What follows belongs to an exercise in optimizing a design on an open flow for small area; a production flow would make more cautious choices. In this exercise RTL edits were held to simulation tests only and were not proved equivalent to the original. No activity file was given, so power comes from the tool's default toggle rates.

==> inputs of run B <==
==> flow/design.v <==
module ir_core (
    input  wire clk,
    input  wire rst,
    input  wire calib_ok,
    input  wire tick,
    input  wire edge_rise,
    input  wire edge_fall,
    input  wire poll,
    output wire status,
    output wire motor_dir_fwd,
    output wire motor_dir_rev,
    output wire motor_pwm,
    output wire motor_en,
    output wire servo_pwm,
    output wire cmd_ready,
    output wire diag_desync,
    output wire diag_double_edge
);
    localparam [14:0] WD_BOUND = 15'd30000;
    reg        run;           
    reg        status_q;
    reg        fwd, rev;
    reg        desync_q, double_q;
    reg        armed;
    reg [5:0]  bc;            
    reg        match;         
    reg [3:0]  nib;           
    reg [5:0]  elapsed;       
    reg [14:0] wd;            
    reg [2:0]  mag;           
    reg [1:0]  mcnt;
    reg [2:0]  sidx;          
    reg [7:0]  scnt;          
    wire t   = tick & run;
    wire er  = edge_rise & run;
    wire ef  = edge_fall & run;
    wire p   = poll & run;
    wire rise_only = er & ~ef;
    wire fall_only = ef & ~er;
    wire ready  = bc[5];
    wire bc_nz  = |bc;
    wire take   = fall_only & ~armed & ~ready;
    wire lt11   = elapsed < 6'd11;
    wire lt31   = elapsed < 6'd31;
    wire lt60   = elapsed < 6'd60;
    wire append = take & lt31;
    wire bitv   = ~lt11;
    wire clr_e  = take & ~lt31;              
    wire hdr    = take & ~lt31 & lt60;
    reg  expb;
    reg  anyb;
    always @* begin
        anyb = 1'b0;
        case (bc[4:2])
            3'd0, 3'd1: expb = 1'b0;
            3'd2, 3'd3: expb = 1'b1;
            3'd4:       expb = 1'b0;
            3'd5:       begin expb = 1'b0; anyb = 1'b1; end
            3'd6:       expb = 1'b1;
            default:    expb = ~nib[3];
        endcase
    end
    wire m_cur   = match | ~bc_nz;
    wire m_app   = m_cur & (anyb | (bitv == expb));
    wire nib_sh  = bc[4] & bc[2];
    wire [3:0] nib_mid = (append & nib_sh) ? {nib[2:0], bitv ^ bc[3]} : nib;
    wire match_mid = append ? m_app : match;
    wire [5:0] bc_app = bc + 6'd1;
    wire full  = append & bc[4] & bc[3] & bc[2] & bc[1] & bc[0];
    wire wd_one  = (wd == 15'd1) & ~full;
    wire wd_fire = t & wd_one;
    wire [5:0] bc_mid = (clr_e | wd_fire) ? 6'd0 : append ? bc_app : bc;
    wire rdy_mid = (bc_mid[5]);
    wire pv      = p & rdy_mid;
    wire cmdok   = pv & match_mid;
    wire c_inc   = cmdok & (nib_mid == 4'd1);
    wire c_dec   = cmdok & (nib_mid == 4'd2);
    wire c_stop  = cmdok & (nib_mid == 4'd3);
    wire c_adv   = cmdok & (nib_mid == 4'd5);
    wire c_ret   = cmdok & (nib_mid == 4'd6);
    wire c_neu   = cmdok & (nib_mid == 4'd7);
    wire c_tog   = cmdok & (nib_mid == 4'd8);
    wire m0      = (mag == 3'd0);
    wire m4      = mag[2];
    wire mdec    = c_inc ? rev : (~rev & ~m0);       
    wire mset    = (c_inc | c_dec) & (mdec | ~m4);
    wire [1:0] mcnt_t = t ? mcnt + 2'd1 : mcnt;
    wire s_set   = (c_adv & (sidx != 3'd4)) | (c_ret & (sidx != 3'd0)) | c_neu;
    wire [7:0] scnt_t = t ? ((scnt == 8'd199) ? 8'd0 : scnt + 8'd1) : scnt;
    always @(posedge clk) begin
        nib <= nib_mid;
        if (rst) begin
            run      <= calib_ok;
            status_q <= 1'b0;
            fwd      <= calib_ok;
            rev      <= 1'b0;
            desync_q <= 1'b0;
            double_q <= 1'b0;
            armed    <= 1'b1;
            bc       <= 6'd0;
            wd       <= WD_BOUND;
            mag      <= 3'd0;
            mcnt     <= 2'd0;
            sidx     <= 3'd2;
            scnt     <= 8'd0;
        end else begin
            desync_q <= hdr & bc_nz;
            double_q <= er & ef;
            if (rise_only)
                elapsed <= t ? 6'd1 : 6'd0;
            else if (t && elapsed != 6'd63)
                elapsed <= elapsed + 6'd1;
            if (rise_only) armed <= 1'b0;
            if (pv) armed <= 1'b1;
            if (append) match <= m_app;
            bc <= pv ? 6'd0 : bc_mid;
            if (t)
                wd <= full ? WD_BOUND - 15'd1 : wd_one ? WD_BOUND : wd - 15'd1;
            else if (full)
                wd <= WD_BOUND;
            mcnt <= mcnt_t;
            if (mset) begin
                mag  <= mdec ? mag - 3'd1 : mag + 3'd1;
                mcnt <= 2'd0;
                if (mdec) begin
                    if (mag == 3'd1) begin fwd <= 1'b0; rev <= 1'b0; end
                end else begin
                    fwd <= c_inc;
                    rev <= c_dec;
                end
            end
            if (c_stop) begin
                mag  <= 3'd0;
                mcnt <= 2'd0;
                fwd  <= 1'b0;
                rev  <= 1'b0;
            end
            scnt <= scnt_t;
            if (s_set) begin
                scnt <= 8'd0;
                sidx <= c_neu ? 3'd2 : c_adv ? sidx + 3'd1 : sidx - 3'd1;
            end
            if (c_tog) status_q <= ~status_q;
        end
    end
    reg [4:0] duty;
    always @* begin
        case (sidx)
            3'd0:    duty = 5'd10;
            3'd1:    duty = 5'd12;
            3'd2:    duty = 5'd15;
            3'd3:    duty = 5'd18;
            default: duty = 5'd20;
        endcase
    end
    assign status           = status_q;
    assign motor_dir_fwd    = fwd;
    assign motor_dir_rev    = rev;
    assign motor_pwm        = m4 | ({1'b0, mcnt} < mag);
    assign motor_en         = run;
    assign servo_pwm        = run & (scnt[7:5] == 3'd0) & (scnt[4:0] < duty);
    assign cmd_ready        = ready;
    assign diag_desync      = desync_q;
    assign diag_double_edge = double_q;
endmodule
==> flow/run.sh <==
#!/bin/bash
# synth_recipe.tcl (not shown) runs the flow's synth.tcl, then flattens the netlist and writes it again
# the make line also repeats each setting of config.mk as NAME=value (left out here)
make -C /OpenROAD-flow-scripts/flow DESIGN_CONFIG=/design/flow/config.mk WORK_HOME=/design/flow/orfs CLKGATE_MAP_FILE= SYNTH_SCRIPT=/design/flow/synth_recipe.tcl finish
==> flow/config.mk <==
export PLATFORM = sky130hd
export DESIGN_NAME = ir_core
export DESIGN_NICKNAME = ir_core
export VERILOG_FILES = /design/flow/design.v
export SDC_FILE = /design/flow/constraint.sdc
export NUM_CORES = 4
export LEC_CHECK = 0
export CAP_MARGIN = 20
export CORE_MARGIN = 2
export CORE_UTILIZATION = 40
export SLEW_MARGIN = 20
==> flow/constraint.sdc <==
create_clock -name core_clock -period 10.0 [get_ports {clk}]
set_input_delay 2.0000 -clock core_clock [delete_from_list [all_inputs] [get_ports {clk}]]
set_output_delay 2.0000 -clock core_clock [all_outputs]
set_load 0.01 [all_outputs]
==> run H (differences from run B) <==
--- a/flow/design.v
+++ b/flow/design.v
@@ -16,7 +16,7 @@
     output wire diag_desync,
     output wire diag_double_edge
 );
-    localparam [14:0] WD_BOUND = 15'd30000;
+    localparam [14:0] WD_LAST = 15'd29999;
     reg        run;           
     reg        status_q;
     reg        fwd, rev;
@@ -65,11 +65,40 @@
     wire nib_sh  = bc[4] & bc[2];
     wire [3:0] nib_mid = (append & nib_sh) ? {nib[2:0], bitv ^ bc[3]} : nib;
     wire match_mid = append ? m_app : match;
-    wire [5:0] bc_app = bc + 6'd1;
     wire full  = append & bc[4] & bc[3] & bc[2] & bc[1] & bc[0];
-    wire wd_one  = (wd == 15'd1) & ~full;
+    function [15:0] incr15(input [14:0] q, input ci);
+        integer i;
+        reg c;
+        begin
+            c = ci;
+            for (i = 0; i < 15; i = i + 1) begin
+                incr15[i] = q[i] ^ c;
+                c = c & q[i];
+            end
+            incr15[15] = c;
+        end
+    endfunction
+    function [7:0] incr8(input [7:0] q, input ci);
+        integer i;
+        reg c;
+        begin
+            c = ci;
+            for (i = 0; i < 8; i = i + 1) begin
+                incr8[i] = q[i] ^ c;
+                c = c & q[i];
+            end
+        end
+    endfunction
+    wire [15:0] wd_inc_c = incr15(wd, t);
+    wire [14:0] wd_inc   = wd_inc_c[14:0];
+    wire [7:0] el_inc_w = incr8({2'b00, elapsed}, t & ~(&elapsed));
+    wire [5:0] el_inc   = el_inc_w[5:0];
+    wire [7:0] sc_inc   = incr8(scnt, t);
+    wire       sc_wrap  = t & scnt[7] & scnt[6] & scnt[2] & scnt[1] & scnt[0];
+    wire [7:0] bc_inc_w = incr8({2'b00, bc}, 1'b1);
+    wire wd_one  = (&(wd | ~WD_LAST)) & ~full;
     wire wd_fire = t & wd_one;
-    wire [5:0] bc_mid = (clr_e | wd_fire) ? 6'd0 : append ? bc_app : bc;
+    wire [5:0] bc_mid = (clr_e | wd_fire) ? 6'd0 : append ? bc_inc_w[5:0] : bc;
     wire rdy_mid = (bc_mid[5]);
     wire pv      = p & rdy_mid;
     wire cmdok   = pv & match_mid;
@@ -86,9 +115,10 @@
     wire mset    = (c_inc | c_dec) & (mdec | ~m4);
     wire [1:0] mcnt_t = t ? mcnt + 2'd1 : mcnt;
     wire s_set   = (c_adv & (sidx != 3'd4)) | (c_ret & (sidx != 3'd0)) | c_neu;
-    wire [7:0] scnt_t = t ? ((scnt == 8'd199) ? 8'd0 : scnt + 8'd1) : scnt;
+    wire [7:0] scnt_t = sc_wrap ? 8'd0 : sc_inc;
     always @(posedge clk) begin
         nib <= nib_mid;
+        elapsed <= rise_only ? {5'd0, t} : el_inc;    
         if (rst) begin
             run      <= calib_ok;
             status_q <= 1'b0;
@@ -98,7 +128,7 @@
             double_q <= 1'b0;
             armed    <= 1'b1;
             bc       <= 6'd0;
-            wd       <= WD_BOUND;
+            wd       <= 15'd0;
             mag      <= 3'd0;
             mcnt     <= 2'd0;
             sidx     <= 3'd2;
@@ -106,18 +136,16 @@
         end else begin
             desync_q <= hdr & bc_nz;
             double_q <= er & ef;
-            if (rise_only)
-                elapsed <= t ? 6'd1 : 6'd0;
-            else if (t && elapsed != 6'd63)
-                elapsed <= elapsed + 6'd1;
             if (rise_only) armed <= 1'b0;
             if (pv) armed <= 1'b1;
             if (append) match <= m_app;
             bc <= pv ? 6'd0 : bc_mid;
-            if (t)
-                wd <= full ? WD_BOUND - 15'd1 : wd_one ? WD_BOUND : wd - 15'd1;
-            else if (full)
-                wd <= WD_BOUND;
+            if (full)
+                wd <= {14'd0, t};
+            else if (wd_fire)
+                wd <= 15'd0;
+            else
+                wd <= wd_inc;
             mcnt <= mcnt_t;
             if (mset) begin
                 mag  <= mdec ? mag - 3'd1 : mag + 3'd1;
==> flow/flow/run.sh (new file) <==
#!/bin/bash
# Own layout flow: the standard synthesis, then an area-oriented re-mapping
# of the combinational logic (registers kept as synthesized, same instances),
# then the standard ORFS layout with small port buffers.
set -euo pipefail
WORK=$(cd "$(dirname "$0")/.." && pwd)
cd "$WORK"
R=$WORK/orfs/results/${FLOW_PLATFORM:-sky130hd}/ir_core/base
LIB=$FLOW_HOME/platforms/sky130hd/lib/sky130_fd_sc_hd__tt_025C_1v80.lib

# 1. standard synthesis, unchanged
bash standard.sh synth > "$WORK/log_1_standard_synth.txt" 2>&1

# 2. re-map the combinational logic for area
cp "$R/1_2_yosys.v" "$WORK/std_synth.v"
SEQ=$(grep -o 'sky130_fd_sc_hd__[a-z0-9_]*' "$WORK/std_synth.v" | sort -u | grep -E '__(e?s?df|dl|conb)' | tr '\n' ' ')
sed -e "s#@SEQ@#$SEQ#; s#@LIB@#$LIB#g; s#@IN@#$WORK/std_synth.v#; s#@SCRIPT@#$WORK/flow/area.abc#; s#@OUT@#$WORK/reopt.v#" \
    flow/reopt.ys > "$WORK/reopt_run.ys"
yosys -l "$WORK/log_2_reopt.txt" -s "$WORK/reopt_run.ys" > /dev/null 2>&1
cp "$WORK/reopt.v" "$R/1_2_yosys.v"
rm -f "$R/1_synth.odb" "$R/1_synth.sdc"

# 3. the standard layout from the re-mapped netlist
export BUFFER_PORTS_ARGS="-buffer_cell sky130_fd_sc_hd__buf_1"
bash standard.sh finish > "$WORK/log_3_layout.txt" 2>&1
==> flow/flow/area.abc (new file) <==
strash
&get -n
&deepsyn -T 20
&put
dch -f
amap
==> flow/flow/reopt.ys (new file) <==
# Re-map the combinational part of the standard synthesis netlist. Registers
# and tie cells are black boxes, so they keep their instances and names.
read_liberty -ignore_miss_func @LIB@
read_verilog -defer @IN@
hierarchy -top ir_core
blackbox @SEQ@
flatten
delete t:$scopeinfo
opt_clean
tee -o @OUT@.stat_before.txt stat -liberty @LIB@
techmap
opt -fast
abc -liberty @LIB@ -script @SCRIPT@ -dont_use *lpflow* -dont_use *probe*
setundef -zero
splitnets
opt_clean -purge
hilomap -singleton -hicell sky130_fd_sc_hd__conb_1 HI -locell sky130_fd_sc_hd__conb_1 LO
opt_clean -purge
hierarchy -top ir_core
read_liberty -lib -overwrite @LIB@
tee -o @OUT@.stat_after.txt stat -liberty @LIB@
check -assert
write_verilog -noattr -noexpr -nohex -nodec @OUT@
==> flow/standard.sh (new file) <==
#!/bin/bash
# synth_recipe.tcl (not shown) runs the flow's synth.tcl, then flattens the netlist and writes it again
# the make line also repeats each setting of config.mk as NAME=value (left out here)
make -C /OpenROAD-flow-scripts/flow DESIGN_CONFIG=/design/flow/config.mk WORK_HOME=/design/flow/orfs CLKGATE_MAP_FILE= SYNTH_SCRIPT=/design/flow/synth_recipe.tcl "${@:-finish}"
removed: flow/run.sh
==> results.txt <==
Of run H and run B, run H has the higher power (gap 5.3%, measured against run B). Worst setup slack: run B is higher than run H (0.51 ns). Between run H and run B, the lower final cell count is in run H (gap 26%, measured against run B). Die area: run B is larger than run H (about 45%). Run B passed the timing, DRC and antenna checks. Run H passed the timing, DRC and antenna checks. Against run H, the critical path depth of run B is lower by 7. Against run B, the sequential share of layout area of run H is higher by 12 points.
==> figures <==
|  | run B | run H |
|---|---|---|
| Pre-CTS setup slack | 5.080 ns | 4.337 ns |
| Total length of routed wires | 7193 µm | 4448 µm |
| Initial core utilization | 0.4122 | 0.4156 |
| Post-route cell area | 3675 µm² | 2544 µm² |
| Total placed instance area | 3593 µm² | 2435 µm² |
| Total of fill cells in the finished design | 819 | 564 |
| Total vias in the final route | 2872 | 1954 |
| Worst-case vdd ir drop | 0.06201 mV | 0.07396 mV |
| First-pass GRT wire length | 12370 µm | 8059 µm |
| Int Pwr | 0.2966 mW | 0.3179 mW |
| Non-clock buffering overhead | 0.04290 | 0.02213 |
| Number of cells on the critical path | 10 | 17 |
| Status | finished clean | finished clean |
| Count of plain and timing-repair buffers in the layout | 16 | 15 |

[static timing again, ports no longer ideal]
The flow's constraints put no driver on any port. The routed layouts listed below were extracted and timed again, unchanged, in two steps. Step 1 assumes that a clkbuf_16 drives the clock port and a buf_2 every other input. Step 2 adds t to the input delays and takes it off the output delays; t is the mean of the earliest and latest rising clock arrival at the registers after step 1. Input paths then give back, and output paths get back, about the clock's delay inside the block. Three values: no drivers, after step 1, after step 2; two values: the first two.
run	t, ns	setup WS [ns]	hold WS [ns]
run B	0.330	5.133 / 5.103 / 5.056	0.497 / 0.497 / 0.497
run H	0.329	4.626 / 4.634 / 4.305	0.461 / 0.461 / 0.461
After both steps setup and hold are still met in every run listed. The setup slack of run H, which loses most, moves by +0.008 ns with the drivers and by -0.321 ns with both steps.
